From an optimization exercise on the open Yosys and OpenROAD flow, aimed at small area, a short achievable clock period and few clock cycles per item; shortcuts taken in it are not production practice. RTL that was checked went through simulation tests only; none was proved equivalent to the original. No activity file was given, so power comes from the tool's default toggle rates.

## rle_enc
module rle_enc (
    input  wire         clk,
    input  wire         rst,
    input  wire         in_valid,
    output wire         in_ready,
    input  wire [7:0]   in_data,
    input  wire         in_last,
    input  wire [5:0]   unit_size,
    output wire         out_valid,
    input  wire         out_ready,
    output wire [9:0]   out_count,
    output wire [5:0]   out_len,
    output wire [255:0] out_unit,
    output wire         out_last
);
Size: ~950 cells after synthesis, ~330 flip-flops, roughly 290 I/O pins.
==> flow/config.mk <==
export PLATFORM = sky130hd
export DESIGN_NAME = rle_enc
export DESIGN_NICKNAME = rle_enc
export VERILOG_FILES = /design/flow/design.v
export SDC_FILE = /design/flow/constraint.sdc
export NUM_CORES = 4
export LEC_CHECK = 0
export CAP_MARGIN = 20
export CORE_MARGIN = 2
export CORE_UTILIZATION = 40
export CTS_BUF_LIST = sky130_fd_sc_hd__clkbuf_4 sky130_fd_sc_hd__clkbuf_8
export SETUP_SLACK_MARGIN = 3.0
export SLEW_MARGIN = 20
export BUFFER_PORTS_ARGS = -buffer_cell sky130_fd_sc_hd__buf_1
==> flow/constraint.sdc <==
create_clock -name core_clock -period 5.0 [get_ports {clk}]
set_input_delay 1.0000 -clock core_clock [delete_from_list [all_inputs] [get_ports {clk}]]
set_output_delay 1.0000 -clock core_clock [all_outputs]
set_load 0.01 [all_outputs]
standard.sh (not shown) runs the stock make flow with config.mk's settings and CLKGATE_MAP_FILE= SYNTH_SCRIPT=/design/flow/synth_recipe.tcl, a recipe that flattens the netlist after the stock synthesis.
==> flow/flow/run.sh <==
#!/bin/bash
# Standard ORFS layout, with the ports buffered by sky130_fd_sc_hd__buf_1
# instead of the default buffer that buffer_ports picks.
set -euo pipefail
echo 'export BUFFER_PORTS_ARGS = -buffer_cell sky130_fd_sc_hd__buf_1' >> config.mk
bash standard.sh > standard.log 2>&1
The starting point passed the timing, DRC and antenna checks.
Change:
==> flow/flow/run.sh (replaced) <==
#!/bin/bash
# Standard ORFS layout (the standard.sh), with two changes made through
# config.mk: the ports are buffered by sky130_fd_sc_hd__buf_1 instead of the
# default buffer that buffer_ports picks, and clock tree synthesis runs
# with the arguments in flow/cts_args.txt (larger sink clusters, no dummy
# loads). Each tool's output is in standard.log.
set -euo pipefail
echo 'export BUFFER_PORTS_ARGS = -buffer_cell sky130_fd_sc_hd__buf_1' >> config.mk
if [[ -s flow/cts_args.txt ]]; then
  echo "export CTS_ARGS = $(cat flow/cts_args.txt)" >> config.mk
fi
bash standard.sh > standard.log 2>&1
==> flow/flow/cts_args.txt (new file) <==
-sink_clustering_enable -repair_clock_nets -dont_use_dummy_load -sink_clustering_size 20 -sink_clustering_max_diameter 60 -buf_list "sky130_fd_sc_hd__clkbuf_8 sky130_fd_sc_hd__clkbuf_16"
CORE_UTILIZATION = 60   (was 40)
CTS_ARGS = -sink_clustering_enable -repair_clock_nets -dont_use_dummy_load -sink_clustering_size 20 -sink_clustering_max_diameter 60 -buf_list "sky130_fd_sc_hd__clkbuf_8 sky130_fd_sc_hd__clkbuf_16"   (was default)
CTS_BUF_LIST = default   (was sky130_fd_sc_hd__clkbuf_4 sky130_fd_sc_hd__clkbuf_8)
SETUP_SLACK_MARGIN = 2.6   (was 3.0)
After rerunning:
- power is lower by 13%
- global-route usage rose by 8.3 points
- clock power drops by 29%
- via count goes down by 12%
- core utilization goes up by 14 points
- design area drops by 17%
- cell count falls by 24%
- setup slack is worse by 19 ps
- count of clock-buffer cells in the layout is lower by 48
- flip-flop and latch count is unchanged
Change:
==> flow/flow/run.sh (replaced) <==
#!/bin/bash
# Standard ORFS layout, with the ports buffered by sky130_fd_sc_hd__buf_1
# instead of the default buffer that buffer_ports picks.
set -euo pipefail
echo 'export BUFFER_PORTS_ARGS = -buffer_cell sky130_fd_sc_hd__buf_1' >> config.mk
bash standard.sh > standard.log 2>&1
ABC_CLOCK_PERIOD_IN_PS = 2500   (was default)
CORE_UTILIZATION = 40   (was 60)
CTS_ARGS = default   (was -sink_clustering_enable -repair_clock_nets -dont_use_dummy_load -sink_clustering_size 20 -sink_clustering_max_diameter 60 -buf_list "sky130_fd_sc_hd__clkbuf_8 sky130_fd_sc_hd__clkbuf_16")
CTS_BUF_LIST = sky130_fd_sc_hd__clkbuf_4 sky130_fd_sc_hd__clkbuf_8   (was default)
SETUP_SLACK_MARGIN = 2.2   (was 2.6)
removed: flow/flow/cts_args.txt
What happened: The new run ran to the end with no violations; combinational power fell by 6.8%; clock power rose by about 50%; via count rose by 2.1%; routed wire length rose by 8.4%; final cell count rose by 14%; global-route usage fell by 10 points; clock-buffer cell count rose by 54; utilization fell by 23 points; design area rose by 1.4%; synthesized area stays the same; clock skew rose by 9.9 ps.
Change:
ABC_CLOCK_PERIOD_IN_PS = default   (was 2500)
SETUP_SLACK_MARGIN = 2.6   (was 2.2)
After rerunning: Hold slack gets better by 6.7 ps; design area went up by 2.7%; sequential power hardly moves; worst setup slack gets better by 220 ps; total power went up by 0.72%.
Change:
SETUP_SLACK_MARGIN = 2.2   (was 2.6)
Effect: Global-route usage decreases by 0.40 points; area after synthesis is unchanged; clock skew increases by 17 ps.
No functional check of the RTL was part of any run of this note.


Setup of job 101:
rle_enc, a different RTL version from the one above (not shown whole).
For scale: about 910 cells after synthesis, roughly 330 flip-flops, about 0.013 sq mm of cells after synthesis.
// rle_enc
module rle_enc (
    input  wire         clk,
    input  wire         rst,
    input  wire         in_valid,
    output wire         in_ready,
    input  wire [7:0]   in_data,
    input  wire         in_last,
    input  wire [5:0]   unit_size,
    output wire         out_valid,
    input  wire         out_ready,
    output wire [9:0]   out_count,
    output wire [5:0]   out_len,
    output wire [255:0] out_unit,
    output wire         out_last
);
Settings: LEC_CHECK=0, CAP_MARGIN=20, CORE_MARGIN=2, CORE_UTILIZATION=60, SETUP_SLACK_MARGIN=2.8, SLEW_MARGIN=20, BUFFER_PORTS_ARGS=-buffer_cell sky130_fd_sc_hd__buf_1, CTS_ARGS=-sink_clustering_enable -repair_clock_nets -dont_use_dummy_load -sink_clustering_size 20 -sink_clustering_max_diameter 60 -buf_list "sky130_fd_sc_hd__clkbuf_8 sky130_fd_sc_hd__clkbuf_16"; clock period 5.0 ns.
==> flow/flow/run.sh <==
#!/bin/bash
# Standard ORFS layout (the standard.sh), with two changes made through
# config.mk: the ports are buffered by sky130_fd_sc_hd__buf_1 instead of the
# default buffer that buffer_ports picks, and clock tree synthesis runs
# with the arguments in flow/cts_args.txt (larger sink clusters, no dummy
# loads). Each tool's output is in standard.log.
set -euo pipefail
echo 'export BUFFER_PORTS_ARGS = -buffer_cell sky130_fd_sc_hd__buf_1' >> config.mk
if [[ -s flow/cts_args.txt ]]; then
  echo "export CTS_ARGS = $(cat flow/cts_args.txt)" >> config.mk
fi
bash standard.sh > standard.log 2>&1
==> flow/flow/cts_args.txt <==
-sink_clustering_enable -repair_clock_nets -dont_use_dummy_load -sink_clustering_size 20 -sink_clustering_max_diameter 60 -buf_list "sky130_fd_sc_hd__clkbuf_8 sky130_fd_sc_hd__clkbuf_16"
Testbench counts of job 101, summed over its fixed seeds: cycles 186,589, bytes 184,078.
Input-level comparison between job 102 and job 101:
Settings: CORE_UTILIZATION now 70, was 60; CTS_ARGS now -sink_clustering_enable -repair_clock_nets -dont_use_dummy_load -sink_clustering_size 16 -sink_clustering_max_diameter 50 -buf_list "sky130_fd_sc_hd__clkbuf_8", was -sink_clustering_enable -repair_clock_nets -dont_use_dummy_load -sink_clustering_size 20 -sink_clustering_max_diameter 60 -buf_list "sky130_fd_sc_hd__clkbuf_8 sky130_fd_sc_hd__clkbuf_16".
==> flow/flow/cts_args.txt <==
-sink_clustering_enable -repair_clock_nets -dont_use_dummy_load -sink_clustering_size 16 -sink_clustering_max_diameter 50 -buf_list "sky130_fd_sc_hd__clkbuf_8"
Findings:
Sort job 101 and job 102 by count of cells resized by post-cts repair, ascending, and job 102 comes first.
Comparing depth of the worst register-to-register path for job 101 and job 102, the smaller number came from job 101.
The number of ports placed on the die boundary on job 101 is in line with that on job 102.
Looking at initial antenna violation count, job 102 sits below job 101.
Clock power share is higher on job 101
The higher share of cells above drive strength 1 came out of job 102.
Overall power after layout on job 102 is down relative to job 101.
Summary of job 102 over job 101: final area barely changed; post-synthesis average cell area barely changed; non-clock buffer count climbed about 9%.
Modified inputs, job 103 compared to job 102
Settings: CTS_ARGS: -sink_clustering_enable -repair_clock_nets -dont_use_dummy_load -sink_clustering_size 16 -sink_clustering_max_diameter 50 -buf_list "sky130_fd_sc_hd__clkbuf_8" -> -sink_clustering_enable -repair_clock_nets -dont_use_dummy_load -sink_clustering_size 20 -sink_clustering_max_diameter 60 -buf_list "sky130_fd_sc_hd__clkbuf_8 sky130_fd_sc_hd__clkbuf_16"; SETUP_SLACK_MARGIN: 2.8 -> 2.5; CORE_UTILIZATION: 70 -> 60.
==> flow/flow/cts_args.txt <==
-sink_clustering_enable -repair_clock_nets -dont_use_dummy_load -sink_clustering_size 20 -sink_clustering_max_diameter 60 -buf_list "sky130_fd_sc_hd__clkbuf_8 sky130_fd_sc_hd__clkbuf_16"
Findings:
Job 103 | stages: all done | timing, DRC, antenna: all pass
Job 103 ends up with a sequential share of layout area that is 2.9 points higher than in job 102.
Summary — maximum fanout along the worst path, job 103 relative to job 102: higher, by 24.
Detailed-route wire length on metal 1: job 103 and job 102 compared, lower one is job 102
Reported for job 103 and job 102, number of endpoints with negative hold slack in the final report turned out identical to the last digit.
NOTE number of inserted filler cells in the final layout job 102->job 103 increased by more than half
Of the two candidates, job 102 has the worse leakage power figure and job 103 the better one.
Per the comparison of job 103 with job 102, footprint of the multi-input gates moved down; first-pass GRT wire length moved up.


Another version of the RTL of rle_enc (not shown whole).
Size in the first run: about 800 cells after synthesis, ~330 flip-flops, ~13000 um^2 of cells after synthesis.
==> flow/config.mk <==
export PLATFORM = sky130hd
export DESIGN_NAME = rle_enc
export DESIGN_NICKNAME = rle_enc
export VERILOG_FILES = /design/flow/design.v
export SDC_FILE = /design/flow/constraint.sdc
export NUM_CORES = 4
export LEC_CHECK = 0
export CAP_MARGIN = 20
export CORE_MARGIN = 2
export CORE_UTILIZATION = 40
export CTS_BUF_LIST = sky130_fd_sc_hd__clkbuf_4 sky130_fd_sc_hd__clkbuf_8
export SLEW_MARGIN = 20
export BUFFER_PORTS_ARGS = -buffer_cell sky130_fd_sc_hd__buf_1
==> flow/constraint.sdc <==
create_clock -name core_clock -period 5.0 [get_ports {clk}]
set_input_delay 1.0000 -clock core_clock [delete_from_list [all_inputs] [get_ports {clk}]]
set_output_delay 1.0000 -clock core_clock [all_outputs]
set_load 0.01 [all_outputs]
==> flow/flow/run.sh <==
#!/bin/bash
# Standard ORFS layout, with the ports buffered by sky130_fd_sc_hd__buf_1
# instead of the default buffer that buffer_ports picks.
set -euo pipefail
echo 'export BUFFER_PORTS_ARGS = -buffer_cell sky130_fd_sc_hd__buf_1' >> config.mk
bash standard.sh > standard.log 2>&1
The baseline went through all stages and came out clean.
==> next run, changes <==
==> flow/run.sh (new file) <==
#!/bin/bash
# synth_recipe.tcl (not shown) runs the flow's synth.tcl, then flattens the netlist and writes it again
# the make line also repeats each setting of config.mk as NAME=value (left out here)
make -C /OpenROAD-flow-scripts/flow DESIGN_CONFIG=/design/flow/config.mk WORK_HOME=/design/flow/orfs CLKGATE_MAP_FILE= SYNTH_SCRIPT=/design/flow/synth_recipe.tcl finish
- BUFFER_PORTS_ARGS: -buffer_cell sky130_fd_sc_hd__buf_1 -> default
- CTS_BUF_LIST: sky130_fd_sc_hd__clkbuf_4 sky130_fd_sc_hd__clkbuf_8 -> default
removed: flow/flow/run.sh
removed: flow/standard.sh
Non-clock buffer count does not change.
Flip-flop and latch count is unchanged.
Design area went up by 11%.
No functional check of the RTL was part of any run of this note.

[afterwards: timing with drivers on the ports]
The flow's constraints put no driver on any port. The routed layouts listed below were extracted and timed again, unchanged, in two steps.
Step 1 assumes that a clkbuf_16 drives the clock port and a buf_2 every other input.
Step 2 moves the port delays by t, midway between the first and last clock arrival at a register: inputs arrive t later, outputs are due t later. That takes back most of the time a late clock gives input paths.
a / b / c = ideal ports / drivers / drivers and shift; a / b = the first two.
run | shift t [ns] | setup WS [ns] | hold WS [ns] | slew at the worst register clock pin (ns)
the first run of note 1 | 0.631 | 2.540 / 2.540 / 2.494 | 0.484 / 0.484 / 0.484 | 0.07 / 0.07
the second run of note 1 | 0.567 | 2.521 / 2.521 / 2.187 | 0.484 / 0.484 / 0.484 | 0.08 / 0.08
the third run of note 1 | 0.627 | 2.260 / 2.260 / 1.818 | 0.483 / 0.483 / 0.483 | 0.07 / 0.07
the fourth run of note 1 | 0.657 | 2.483 / 2.483 / 2.257 | 0.490 / 0.490 / 0.490 | 0.08 / 0.08
the fifth run of note 1 | 0.627 | 2.260 / 2.260 / 1.818 | 0.483 / 0.483 / 0.483 | 0.07 / 0.07
job 101 | 0.566 | 2.651 / 2.651 / 2.174 | 0.496 / 0.496 / 0.496 | 0.09 / 0.09
job 102 | 0.622 | 2.635 / 2.635 / 2.150 | 0.494 / 0.494 / 0.494 | 0.10 / 0.10
job 103 | 0.572 | 2.531 / 2.531 / 2.031 | 0.498 / 0.498 / 0.498 | 0.08 / 0.08
the first run of note 3 | 0.630 | 1.196 / 1.196 / 1.196 | 0.485 / 0.485 / 0.485 | 0.07 / 0.07
the second run of note 3 | 0.565 | 1.301 / 1.301 / 1.219 | 0.480 / 0.480 / 0.480 | 0.07 / 0.07
After both steps every run listed still meets setup and hold. The setup slack of job 103, which loses most, moves by 0.000 ns with the drivers and by -0.500 ns with both steps.
